From an optimization exercise on the open Yosys and OpenROAD flow, aimed at small area, a short achievable clock period and few clock cycles; shortcuts taken in it are not production practice.
Function was checked by simulation only, so behaviour that the tests miss may differ from the original.
Power is estimated from default activity; no workload was simulated.

### config.mk
export PLATFORM = sky130hd
export DESIGN_NAME = ppm_sync
export DESIGN_NICKNAME = ppm_sync
export VERILOG_FILES = /design/flow/design.v
export SDC_FILE = /design/flow/constraint.sdc
export NUM_CORES = 4
export LEC_CHECK = 0
export CAP_MARGIN = 20
export CORE_MARGIN = 2
export CORE_UTILIZATION = 40
export SLEW_MARGIN = 30
### constraint.sdc
create_clock -name core_clock -period 12.0 [get_ports {clk}]
set_input_delay 2.4000 -clock core_clock [delete_from_list [all_inputs] [get_ports {clk}]]
set_output_delay 2.4000 -clock core_clock [all_outputs]
set_load 0.01 [all_outputs]
### design.v
module ppm_sync (
    input  wire        clk,
    input  wire        rst,
    input  wire [31:0] t0,
    input  wire        edge_valid,
    input  wire [31:0] edge_ts,
    output wire        edge_ready,
    input  wire        cmd_valid,
    input  wire [35:0] cmd,
    output wire        cmd_ready,
    output reg         rsp_valid,
    output reg  [31:0] rsp,
    output reg         commit,
    output wire [7:0]  axis1,
    output wire [7:0]  axis2,
    output wire [7:0]  axis3,
    output wire [7:0]  axis4,
    output reg  [1:0]  btn,
    output reg  [6:0]  stat
);
    localparam [3:0] OP_NOP    = 4'h0;
    localparam [3:0] OP_EDGE   = 4'h1;
    localparam [3:0] OP_POLL   = 4'h2;
    localparam [3:0] OP_INSYNC = 4'h3;
    localparam [3:0] OP_SIGP   = 4'h4;
    localparam [3:0] OP_MAPCH  = 4'h5;
    localparam [3:0] OP_RDSLOT = 4'h6;
    localparam [3:0] OP_RDMIN  = 4'h7;
    localparam [3:0] OP_RDMAX  = 4'h8;
    localparam [3:0] OP_RDAXIS = 4'h9;
    localparam [3:0] OP_RDBTN  = 4'hA;
    localparam [3:0] OP_RDSTAT = 4'hB;
    localparam [3:0] OP_RDRAW  = 4'hC;
    localparam [3:0] OP_RDTS   = 4'hD;
    localparam [31:0] PAUSE_MIN    = 32'd5000;
    localparam [31:0] PAUSE_MAX    = 32'd20000;
    localparam [31:0] STALE_LIMIT  = 32'd250000;
    localparam [31:0] CAL_CENTER   = 32'd1500;
    localparam [31:0] CAL_WINDOW   = 32'd30000000;
    localparam [31:0] BTN_THRESH   = 32'd1500;
    localparam [7:0]  NEUTRAL      = 8'd128;
    localparam [1:0] CAL_CALIBRATING = 2'd1;
    localparam [1:0] CAL_CALIBRATED  = 2'd2;
    localparam [2:0] K_IMM  = 3'd0;    
    localparam [2:0] K_POLL = 3'd1;    
    localparam [2:0] K_MAP  = 3'd2;    
    localparam [2:0] K_AX   = 3'd3;    
    localparam [2:0] K_RD   = 3'd4;    
    localparam DEPTH = 4;
    reg [31:0] frame    [0:6];
    reg [2:0]  idx;
    reg [31:0] t_last;
    reg        sync_trusted;
    reg        frame_done;
    reg [31:0] cmin     [1:6];
    reg [31:0] cmax     [1:6];
    reg [1:0]  cal_state;
    reg [31:0] cal_start;
    reg [31:0] last_raw [1:4];
    reg [7:0]  axis     [1:4];      
    reg [1:0]  button;
    assign axis1 = axis[1];
    assign axis2 = axis[2];
    assign axis3 = axis[3];
    assign axis4 = axis[4];
    reg        eb_v;
    reg [31:0] eb_ts;
    reg        cb_v;
    reg [35:0] cb;
    reg        cfirst;      
    wire sel_c = cb_v && (!eb_v || cfirst);
    wire sel_e = eb_v && !sel_c;
    wire [3:0]  op  = cb[35:32];
    wire [31:0] arg = cb[31:0];
    wire c_edge = (op == OP_EDGE);
    wire c_poll = (op == OP_POLL);
    wire is_edge = sel_e || (sel_c && c_edge);
    wire [31:0] x = sel_c ? arg : eb_ts;
    reg [2:0]  f_kind [0:DEPTH-1];
    reg [8:0]  f_data [0:DEPTH-1];
    reg [6:0]  f_stat [0:DEPTH-1];
    reg [1:0]  f_btn  [0:DEPTH-1];
    reg [DEPTH-1:0] f_v;
    reg [1:0]  rp, wp;
    reg [4:1]  hdone;       
    reg [31:0] rdata;
    reg        rd_busy;
    wire [4:1]  ubusy;
    wire [31:0] ures;       
    wire [2:0] h_kind = f_kind[rp];
    wire [8:0] h_data = f_data[rp];
    wire       h_v    = f_v[rp];
    wire [4:1] h_upd  = h_data[7:4];
    wire [4:1] h_mch  = 4'b0001 << h_data[1:0];
    reg  h_ready;
    always @(*) begin
        case (h_kind)
            K_POLL:  h_ready = ((h_upd & ~hdone) & ubusy) == 4'd0;
            K_MAP:   h_ready = (h_mch & ubusy) == 4'd0;
            default: h_ready = 1'b1;
        endcase
    end
    wire pop = h_v && h_ready;
    reg [4:1] need;
    integer j;
    always @(*) begin
        need = 4'd0;
        for (j = 0; j < DEPTH; j = j + 1) begin
            if (f_v[j] && f_kind[j] == K_POLL)
                need = need | (f_data[j][7:4] & ~((j == rp) ? hdone : 4'd0));
            if (f_v[j] && f_kind[j] == K_MAP)
                need = need | (4'b0001 << f_data[j][1:0]);
        end
    end
    wire [31:0] diff    = x - t_last;
    wire [2:0]  next_k  = (idx == 3'd6) ? 3'd0 : idx + 3'd1;
    wire        edge_fc = (next_k == 3'd6);
    wire        edge_rs = !sync_trusted && (diff > PAUSE_MIN) && (diff < PAUSE_MAX);
    wire [4:1]  k_oh    = {next_k == 3'd4, next_k == 3'd3, next_k == 3'd2, next_k == 3'd1};
    wire        present  = diff <= STALE_LIMIT;
    wire        in_sync  = frame[0] >= PAUSE_MIN;
    wire        cal1     = (cal_state == CAL_CALIBRATING);
    wire        cal2     = (cal_state == CAL_CALIBRATED);
    wire        cal_exp  = cal1 && ((arg - cal_start) >= CAL_WINDOW);
    wire        p_insync = present && in_sync;
    wire        p_sample = p_insync && cal1 && frame_done;
    wire        p_fwd    = p_insync && cal2;
    reg  [6:1]  lo_upd, hi_upd;
    reg  [32:0] tl, th;
    integer c;
    always @(*) begin
        for (c = 1; c <= 6; c = c + 1) begin
            tl = {1'b0, cmin[c]} + {1'b1, ~frame[c]};    
            th = {1'b0, frame[c]} + {1'b1, ~cmax[c]};    
            lo_upd[c] = tl < 33'd200;
            hi_upd[c] = th < 33'd200;
        end
    end
    reg  [4:1]  fwd_c;
    reg  [32:0] fd33;
    reg  [31:0] fx;
    always @(*) begin
        for (c = 1; c <= 4; c = c + 1) begin
            fd33 = {1'b0, frame[c]} - {1'b0, last_raw[c]};
            fx   = fd33[32] ? ~fd33[31:0] : fd33[31:0];
            fwd_c[c] = (fx[31:5] != 27'd0) || (fd33[32] ? (fx[4:0] >= 5'd20) : (fx[4:0] > 5'd20));
        end
    end
    wire [4:1] upd = p_fwd ? fwd_c : 4'd0;
    wire [1:0] btn_new = {!(frame[6] > BTN_THRESH), !(frame[5] > BTN_THRESH)};
    wire arg_slot = arg <= 32'd6;
    wire arg_chan = (arg >= 32'd1) && (arg <= 32'd6);
    wire arg_axis = (arg >= 32'd1) && (arg <= 32'd4);
    wire [2:0] a3 = arg[2:0];
    reg [31:0] rd_val;
    always @(*) begin
        case (op)
            OP_RDSLOT: rd_val = arg_slot ? frame[a3] : 32'd0;
            OP_RDMIN:  rd_val = arg_chan ? cmin[a3] : 32'd0;
            OP_RDMAX:  rd_val = arg_chan ? cmax[a3] : 32'd0;
            OP_RDRAW:  rd_val = arg_axis ? last_raw[a3] : 32'd0;
            default:   rd_val = (arg == 32'd0) ? t_last :
                                (arg == 32'd1) ? cal_start : 32'd0;
        endcase
    end
    wire c_rd32 = (op == OP_RDSLOT) || (op == OP_RDMIN) || (op == OP_RDMAX) ||
                  (op == OP_RDRAW) || (op == OP_RDTS);
    wire [6:0] stat_now = {idx, cal_state, frame_done, sync_trusted};
    reg  [2:0] r_kind;
    reg  [8:0] r_data;
    reg  [6:0] r_stat;
    reg  [1:0] r_btn;
    always @(*) begin
        r_kind = K_IMM;
        r_data = 9'd0;
        r_stat = stat_now;
        r_btn  = button;
        case (op)
            OP_EDGE: begin
                r_data = {7'd0, edge_rs, edge_fc};
                r_stat = {edge_rs ? 3'd0 : next_k, cal_state,
                          !edge_rs && (edge_fc || frame_done), edge_rs || sync_trusted};
            end
            OP_POLL: begin
                r_kind = K_POLL;
                r_data = {cal_exp, upd, p_fwd, p_sample, p_insync, present};
                r_stat = {idx, cal_exp ? CAL_CALIBRATED : cal_state, 1'b0,
                          sync_trusted && !(present && !in_sync)};
                r_btn  = p_fwd ? btn_new : button;
            end
            OP_INSYNC: r_data = {8'd0, in_sync};
            OP_SIGP:   r_data = {8'd0, present};
            OP_MAPCH: begin
                if (arg_axis) begin
                    r_kind = K_MAP;
                    r_data = {7'd0, a3[1:0] - 2'd1};
                end else if (arg == 32'd5 || arg == 32'd6) begin
                    r_data = {8'd0, frame[a3] > BTN_THRESH};
                end
            end
            OP_RDAXIS: begin
                if (arg_axis) begin
                    r_kind = K_AX;
                    r_data = {7'd0, a3[1:0] - 2'd1};
                end
            end
            OP_RDBTN:  r_data = {7'd0, button};
            OP_RDSTAT: r_data = {2'd0, stat_now};
            OP_RDSLOT, OP_RDMIN, OP_RDMAX, OP_RDRAW, OP_RDTS: r_kind = K_RD;
            default: ;
        endcase
    end
    wire f_full   = &f_v;
    wire haz_edge = is_edge && ((k_oh & need) != 4'd0);
    wire haz_poll = sel_c && c_poll && cal1 && frame_done && (need != 4'd0);
    wire haz_rd   = sel_c && c_rd32 && rd_busy;
    wire haz_full = sel_c && f_full && !pop;
    wire go       = (sel_e || sel_c) && !(haz_edge || haz_poll || haz_rd || haz_full);
    wire go_c     = go && sel_c;
    wire go_e     = go && sel_e;
    wire do_edge  = go && is_edge;
    wire do_poll  = go_c && c_poll;
    assign edge_ready = !eb_v || go_e;
    assign cmd_ready  = !cb_v || go_c;
    wire take_e = !rst && edge_valid && edge_ready;
    wire take_c = !rst && cmd_valid && cmd_ready;
    wire [4:1] u_trig = (do_edge ? k_oh : 4'd0) | ((do_poll && p_sample) ? 4'b1111 : 4'd0);
    integer i;
    always @(posedge clk) begin
        if (rst) begin
            eb_v   <= 1'b0;
            cb_v   <= 1'b0;
            cfirst <= 1'b0;
        end else begin
            if (take_e) begin
                eb_v   <= 1'b1;
                eb_ts  <= edge_ts;
                cfirst <= cb_v && !go_c;
            end else if (go_e) begin
                eb_v   <= 1'b0;
            end
            if (take_c) begin
                cb_v <= 1'b1;
                cb   <= cmd;
                if (!take_e) cfirst <= 1'b0;
            end else if (go_c) begin
                cb_v <= 1'b0;
            end
        end
    end
    always @(posedge clk) begin
        if (rst) begin
            for (i = 0; i <= 6; i = i + 1) frame[i] <= 32'd0;
            idx          <= 3'd0;
            t_last       <= t0;
            sync_trusted <= 1'b0;
            frame_done   <= 1'b0;
            for (i = 1; i <= 6; i = i + 1) begin
                cmin[i] <= CAL_CENTER;
                cmax[i] <= CAL_CENTER;
            end
            cal_state    <= CAL_CALIBRATING;
            cal_start    <= t0;
            for (i = 1; i <= 4; i = i + 1) last_raw[i] <= 32'd0;
            button       <= 2'b00;
        end else begin
            if (do_edge) begin
                t_last <= x;
                idx    <= edge_rs ? 3'd0 : next_k;
                for (i = 0; i <= 6; i = i + 1)
                    if (next_k == i || (i == 0 && edge_rs)) frame[i] <= diff;
                if (edge_rs) begin
                    sync_trusted <= 1'b1;
                    frame_done   <= 1'b0;
                end else if (edge_fc) begin
                    frame_done   <= 1'b1;
                end
            end
            if (do_poll) begin
                frame_done <= 1'b0;
                if (present && !in_sync) sync_trusted <= 1'b0;
                if (p_sample) begin
                    for (i = 1; i <= 6; i = i + 1) begin
                        if (lo_upd[i]) cmin[i] <= frame[i];
                        if (hi_upd[i]) cmax[i] <= frame[i];
                    end
                end
                if (cal_exp) cal_state <= CAL_CALIBRATED;
                if (p_fwd) begin
                    button <= btn_new;
                    for (i = 1; i <= 4; i = i + 1)
                        if (fwd_c[i]) last_raw[i] <= frame[i];
                end
            end
        end
    end
    reg [31:0] h_val;
    always @(*) begin
        case (h_kind)
            K_MAP:   h_val = {24'd0, ures[8*h_data[1:0] +: 8]};
            K_AX:    h_val = {24'd0, axis[h_data[1:0] + 3'd1]};
            K_RD:    h_val = rdata;
            default: h_val = {23'd0, h_data};
        endcase
    end
    always @(posedge clk) begin
        if (rst) begin
            f_v       <= {DEPTH{1'b0}};
            rp        <= 2'd0;
            wp        <= 2'd0;
            hdone     <= 4'd0;
            rd_busy   <= 1'b0;
            rsp_valid <= 1'b0;
            commit    <= 1'b0;
            for (i = 1; i <= 4; i = i + 1) axis[i] <= NEUTRAL;
        end else begin
            if (h_v && h_kind == K_POLL) begin
                for (i = 1; i <= 4; i = i + 1)
                    if (h_upd[i] && !hdone[i] && !ubusy[i]) begin
                        axis[i]  <= ures[8*i-1 -: 8];
                        hdone[i] <= 1'b1;
                    end
            end
            rsp_valid <= pop;
            commit    <= pop && h_kind == K_POLL;
            if (pop) begin
                rsp   <= h_val;
                stat  <= f_stat[rp];
                btn   <= f_btn[rp];
                f_v[rp] <= 1'b0;
                rp    <= rp + 2'd1;
                hdone <= 4'd0;
                if (h_kind == K_RD) rd_busy <= 1'b0;
            end
            if (go_c) begin
                f_kind[wp] <= r_kind;
                f_data[wp] <= r_data;
                f_stat[wp] <= r_stat;
                f_btn[wp]  <= r_btn;
                f_v[wp]    <= 1'b1;
                wp         <= wp + 2'd1;
                if (r_kind == K_RD) begin
                    rdata   <= rd_val;
                    rd_busy <= 1'b1;
                end
            end
        end
    end
    genvar g;
    generate
        for (g = 1; g <= 4; g = g + 1) begin : mapper
            reg        setup;
            reg [1:0]  cnt;
            reg [33:0] r;        
            reg [6:0]  s;        
            reg [31:0] w;        
            reg        busy;
            reg [7:0]  res;
            assign ubusy[g] = busy;
            assign ures[8*g-1 -: 8] = res;
            wire [31:0] p  = frame[g];
            wire [31:0] lo = cmin[g];
            wire [31:0] hi = cmax[g];
            wire degen = hi <= lo;
            wire low   = p <= lo;
            wire high  = p >= hi;
            wire [40:0] n = {p, 9'd0} - {8'd0, p, 1'd0} - {lo, 9'd0} + {9'd0, lo} + {9'd0, hi};
            wire [32:0] dv = {w, 1'b0};
            wire        ge_a = r >= {1'b0, dv};
            wire [33:0] ra   = ge_a ? r - {1'b0, dv} : r;
            wire [33:0] r1   = {ra[32:0], s[6]};
            wire [6:0]  s1   = {s[5:0], ge_a};
            wire        ge_b = r1 >= {1'b0, dv};
            wire [33:0] rb   = ge_b ? r1 - {1'b0, dv} : r1;
            wire [33:0] r2   = {rb[32:0], s1[6]};
            wire [6:0]  s2   = {s1[5:0], ge_b};
            always @(posedge clk) begin
                if (rst) begin
                    busy <= 1'b0;
                    res  <= NEUTRAL;
                    setup     <= 1'b0;
                end else if (u_trig[g]) begin
                    busy <= 1'b1;
                    setup     <= 1'b1;
                end else if (setup) begin
                    setup <= 1'b0;
                    cnt   <= 2'd0;
                    r     <= n[40:7];
                    s     <= n[6:0];
                    w     <= hi - lo;
                    if (degen) begin
                        res  <= NEUTRAL;
                        busy <= 1'b0;
                    end else if (low) begin
                        res  <= 8'd0;
                        busy <= 1'b0;
                    end else if (high) begin
                        res  <= 8'd255;
                        busy <= 1'b0;
                    end
                end else if (busy) begin
                    r   <= r2;
                    s   <= s2;
                    cnt <= cnt + 2'd1;
                    if (cnt == 2'd3) begin
                        res  <= {s1, ge_b};
                        busy <= 1'b0;
                    end
                end
            end
        end
    endgenerate
endmodule
### run.sh
#!/bin/bash
# synth_recipe.tcl (not shown) runs the flow's synth.tcl, then flattens the netlist and writes it again
# the make line also repeats each setting of config.mk as NAME=value (left out here)
make -C /OpenROAD-flow-scripts/flow DESIGN_CONFIG=/design/flow/config.mk WORK_HOME=/design/flow/orfs CLKGATE_MAP_FILE= SYNTH_SCRIPT=/design/flow/synth_recipe.tcl finish
==> run notes <==
[synthesized netlist by cell type (all sizes together) (36+ instances only)]
library cell  count  area [um2]
a21boi           44       330.3
a211o            46       402.9
xor2            252        2207
xnor2           424        3714
o21a            161        1209
o2111ai          50       450.4
mux4             37       833.3
buf             128       694.4
or4              37       281.5
or3              88       550.5
dfxtp           837       16760
and3            103       644.4
a21o            430        3228
o221ai           57       505.5
a21oi          1316        6594
nand2b          175        1095
and4             36       315.3
a22oi           126       950.9
o31ai            63       478.0
a211oi          180        1351
and2            105       656.9
edfxtp          589       17690
nand3           244        1226
a22o             72       630.6
o21ai           791        3970
mux2            150        1689
o22ai            86       538.0
nor4            124       812.0
a31oi           142       888.4
nor2           1089        4088
o211ai           92       704.4
a221oi          101       884.6
mux2i           745        7457
nand4           193        1214
nand2          1809        6793
or2              65       406.6
nor3b            40       300.3
o21bai          127       953.4
a2111oi          45       445.4
fa              358        7167
clkbuf          448        1682
nor3            255        1308
ha             1391       17400
nor2b           167        1045
inv            1305        4898
[routing by layer]
| metal | GRT usage | vias to the layer above | share of wire |
|---|---|---|---|
| met4 | 0.2197 | 20 | 0.077 |
| met3 | 0.07938 | 1410 | 0.10 |
| met2 | 0.4909 | 6306 | 0.40 |
| met1 | 0.4644 | 60201 | 0.42 |
| met5 | 0.0008508 | - | 0.00029 |
| li1 | - | 56794 | - |
[through the flow]
stage,area [um2],util
after global placement,139600,0.4258
after floorplan,132000,-
after CTS,146000,0.4454
after global routing,146200,0.4458
final,146200,0.4460
after detailed placement,139800,0.4262
[final cells by class]
type / instances / area, um2
fillers: 32616 / 181700
repair buffers: 487 / 4200
flip-flops and latches: 1426 / 34450
diodes: 29 / 72.57
inverters: 1307 / 4913
well taps: 4346 / 5438
multi-input cells: 12307 / 90880
clock buffers: 241 / 5072
clock inverters: 96 / 1220
[how the worst max path moves through the flow]
stage                             to  slack [ns]
finish                    cmax[2][4]        3.88
global route          mapper[1].r[5]        3.68
CTS                       cmax[2][0]        4.07
detailed placement        cmax[2][4]        4.14
global placement          cmax[2][3]        4.31
floorplan           mapper[4].cnt[0]        3.65
[critical path, delay by kind of cell (launching register included)]
kind,cells,cell delay (ns)
buf+inv,3,0.54
flops,1,0.34
fa+ha+maj,2,0.67
compound gates,8,3.17
mux,1,0.41
xor+xnor,1,0.33
simple gates,4,2.43
[registers in the layout, summed over array words and instances, names as in the netlist, 8 cells and up, named ones only]
name / cells
f_data: 36
mapper.s: 28
mapper.res: 32
rsp: 32
f_kind: 12
last_raw: 128
rdata: 32
mapper.w: 128
cmax: 192
f_btn: 8
cb: 36
mapper.cnt: 8
eb_ts: 32
frame: 224
cal_start: 32
cmin: 192
f_stat: 28
axis: 32
mapper.r: 136
t_last: 32
[report_power, final]
part | switching (mW) | leakage (nW) | internal [mW]
clock network | 2.48 | 3.05 | 3.44
registers | 0.0969 | 12.2 | 5.16
logic | 2.92 | 45.7 | 1.65
total | 5.50 | 60.9 | 10.3
[logic make-up after synthesis]
group,count (synthesis),synth area share
compound gates,4290,0.2115
xor+xnor,676,0.04485
fa+ha+maj,1749,0.1861
buf+inv,1883,0.05516
flops,1426,0.2609
mux,932,0.07560
simple gates,4660,0.1658
==> flow_summary_export.csv <==
group,metric,value,unit
status,status,"finished clean",
place,placed_cells,19865,
final_layout,final_cells,20239,
global_route,antenna_found_initial,40,
global_route,grt_pass1_vias,113944,
final_layout,drive_gt1_frac,0.06556,
logic_synthesis,ys_seq_elements,1426,
place,gp_congestion,1.088,
die,rows,210,
sta,setup_violations,0,
power,total_power,15.75,mW
setup_path,r2r-start,"eb_v",
global_route,grt_pass1_wl,835900,um
sta,max-slew-margin-rel,0.1839,
sta,worstMarginPinSlew,1.211,ns
setup_path,path_cells,"inv_1, o21ai_4, buf_4, nor2_1, a21oi_1, ha_2, inv_1, fa_1, a211oi_1, o21ai_0, a21oi_1, xnor2_2, a211oi_1, a311oi_2, a2111oi_4, nand4_4, or4_1, nand4b_4, mux2i_1",
clocking,insertion_delay,0.95,ns
global_route,grt-ovfl-total,0,
die,coreArea,327900,um2
sta,fin_crit,8.124,ns
logic_synthesis,syn_area,132000,um2
sta,hold_violations,0,
setup_path,reg2reg_depth,19,
die,die_h,578.5,um
setup_path,crit_arrival,8.94,ns
sta,timing.fmax,123.1,MHz
setup_path,critPathLaunchType,"flip-flop",
logic_synthesis,syn_area_per_cell,8.454,um2
final_layout,syn_to_final_growth,10.78,%
logic_synthesis,synth_edf_count,589,
clocking,post_cts.repair.setup_buffers,0,
hold_path,hp-start,"cmax[5][31]",
die,die_w,578.5,um
die,num_io_pins,181,
sta,final_max_slew_viol_count,0,
sta,fin_crit_sh,0.6770,
clocking,cts-root-buf,"clkbuf_16",
logic_synthesis,synth.distinct_cells,112,
sta,rsz0062_at_grt,"no",
place,port_buffers,180,
routing,drc,0,
die,start_util,0.4026,
sta,finalSetupTns,0,ns
hold_path,min_path_cells,2,
setup_path,end_kind,"flip-flop",
place,dpl_worst_slack,4.145,ns
routing,wirelength,596300,um
setup_path,critPathKind,"reg2reg",
final_layout,final_common_cell,"nand2_1",
sta,timing.hold.ws,0.4561,ns
routing,ant_nets,0,
sta,fin_ws,3.876,ns
clocking,numClockSinks,1426,
logic_synthesis,seq_area_frac_synth,0.2609,
logic_synthesis,ys.flop_type,"dfxtp_1",
job,drv_cap,0,
final_layout,final_cell_mix,"1806 x nand2_1, 1389 x ha_1, 1312 x a21oi_1, 1302 x inv_1, 1081 x nor2_1",
routing,drt_first_pass_iters,9,
power,power_density,107.7,nW/um2
routing,vias_per_cell,6.163,
clocking,clk_pin_slew,0.07,ns
setup_path,cp_slowest_cell,"nand4b_4",
die,dieArea,334600,um2
sta,fin_skew,0.1098,ns
logic_synthesis,yosys_warnings,110,
clocking,holdBufCountCts,0,
clocking,cts-htree-levels,4,
global_route,grt_max_degree,145,
logic_synthesis,syn_nets,17469,
setup_path,rr_endpoint,"cmax[2][4]",
setup_path,max_stage_delay,0.81,ns
routing,num_vias,124731,
global_route,track_usage,0.3439,
power,ir_drop,0.1098,mV
hold_path,whs_endpoint,"cmax[5][31]",
routing,wl_per_cell,29.46,um
setup_path,critPathMaxFanout,32,
clocking,cts_resized,0,
clocking,clk_path_buf_depth,4,
clocking,cts_tree,"built",
setup_path,rrSetupSlack,3.88,ns
clocking,cts_buffers,182,
logic_synthesis,netlist_instances,15616,
routing,drt_iter0_markers,15946,
setup_path,crit_path_start,"eb_v",
final_layout,final_nets,17564,
place,dp_hpwl,474200,um
setup_path,crit_required,12.81,ns
power,leakagePower,60.91,nW
hold_path,min_path_type,"reg2reg",
logic_synthesis,ys_async_sr_fraction,0,
Testbench counts, summed over its fixed seeds: cycles 22,116.

[afterwards: timing with drivers on the ports]
How much do the figures lean on ideal ports? The routed layout below was timed once more, with nothing changed but the port constraints.
Step 1 assumes that a clkbuf_16 drives the clock port and a buf_2 every other input.
Step 2 times the ports against the registers' clock, not the clock port: input delays grow and output delays shrink by t, the midpoint of the rising clock arrivals with the driver on.
Slacks: ideal ports / drivers / drivers and shift; pairs: ideal ports / drivers.
shift t [ns]: 1.018
setup WS [ns]: 3.876 / 3.876 / 3.876
worst setup path after step 2: register to register
clock arrival spread, ns: 0.109 / 0.110
After both steps this run still meets setup and hold. The setup slack of this run moves by 0.000 ns with the drivers and by 0.000 ns with both steps.
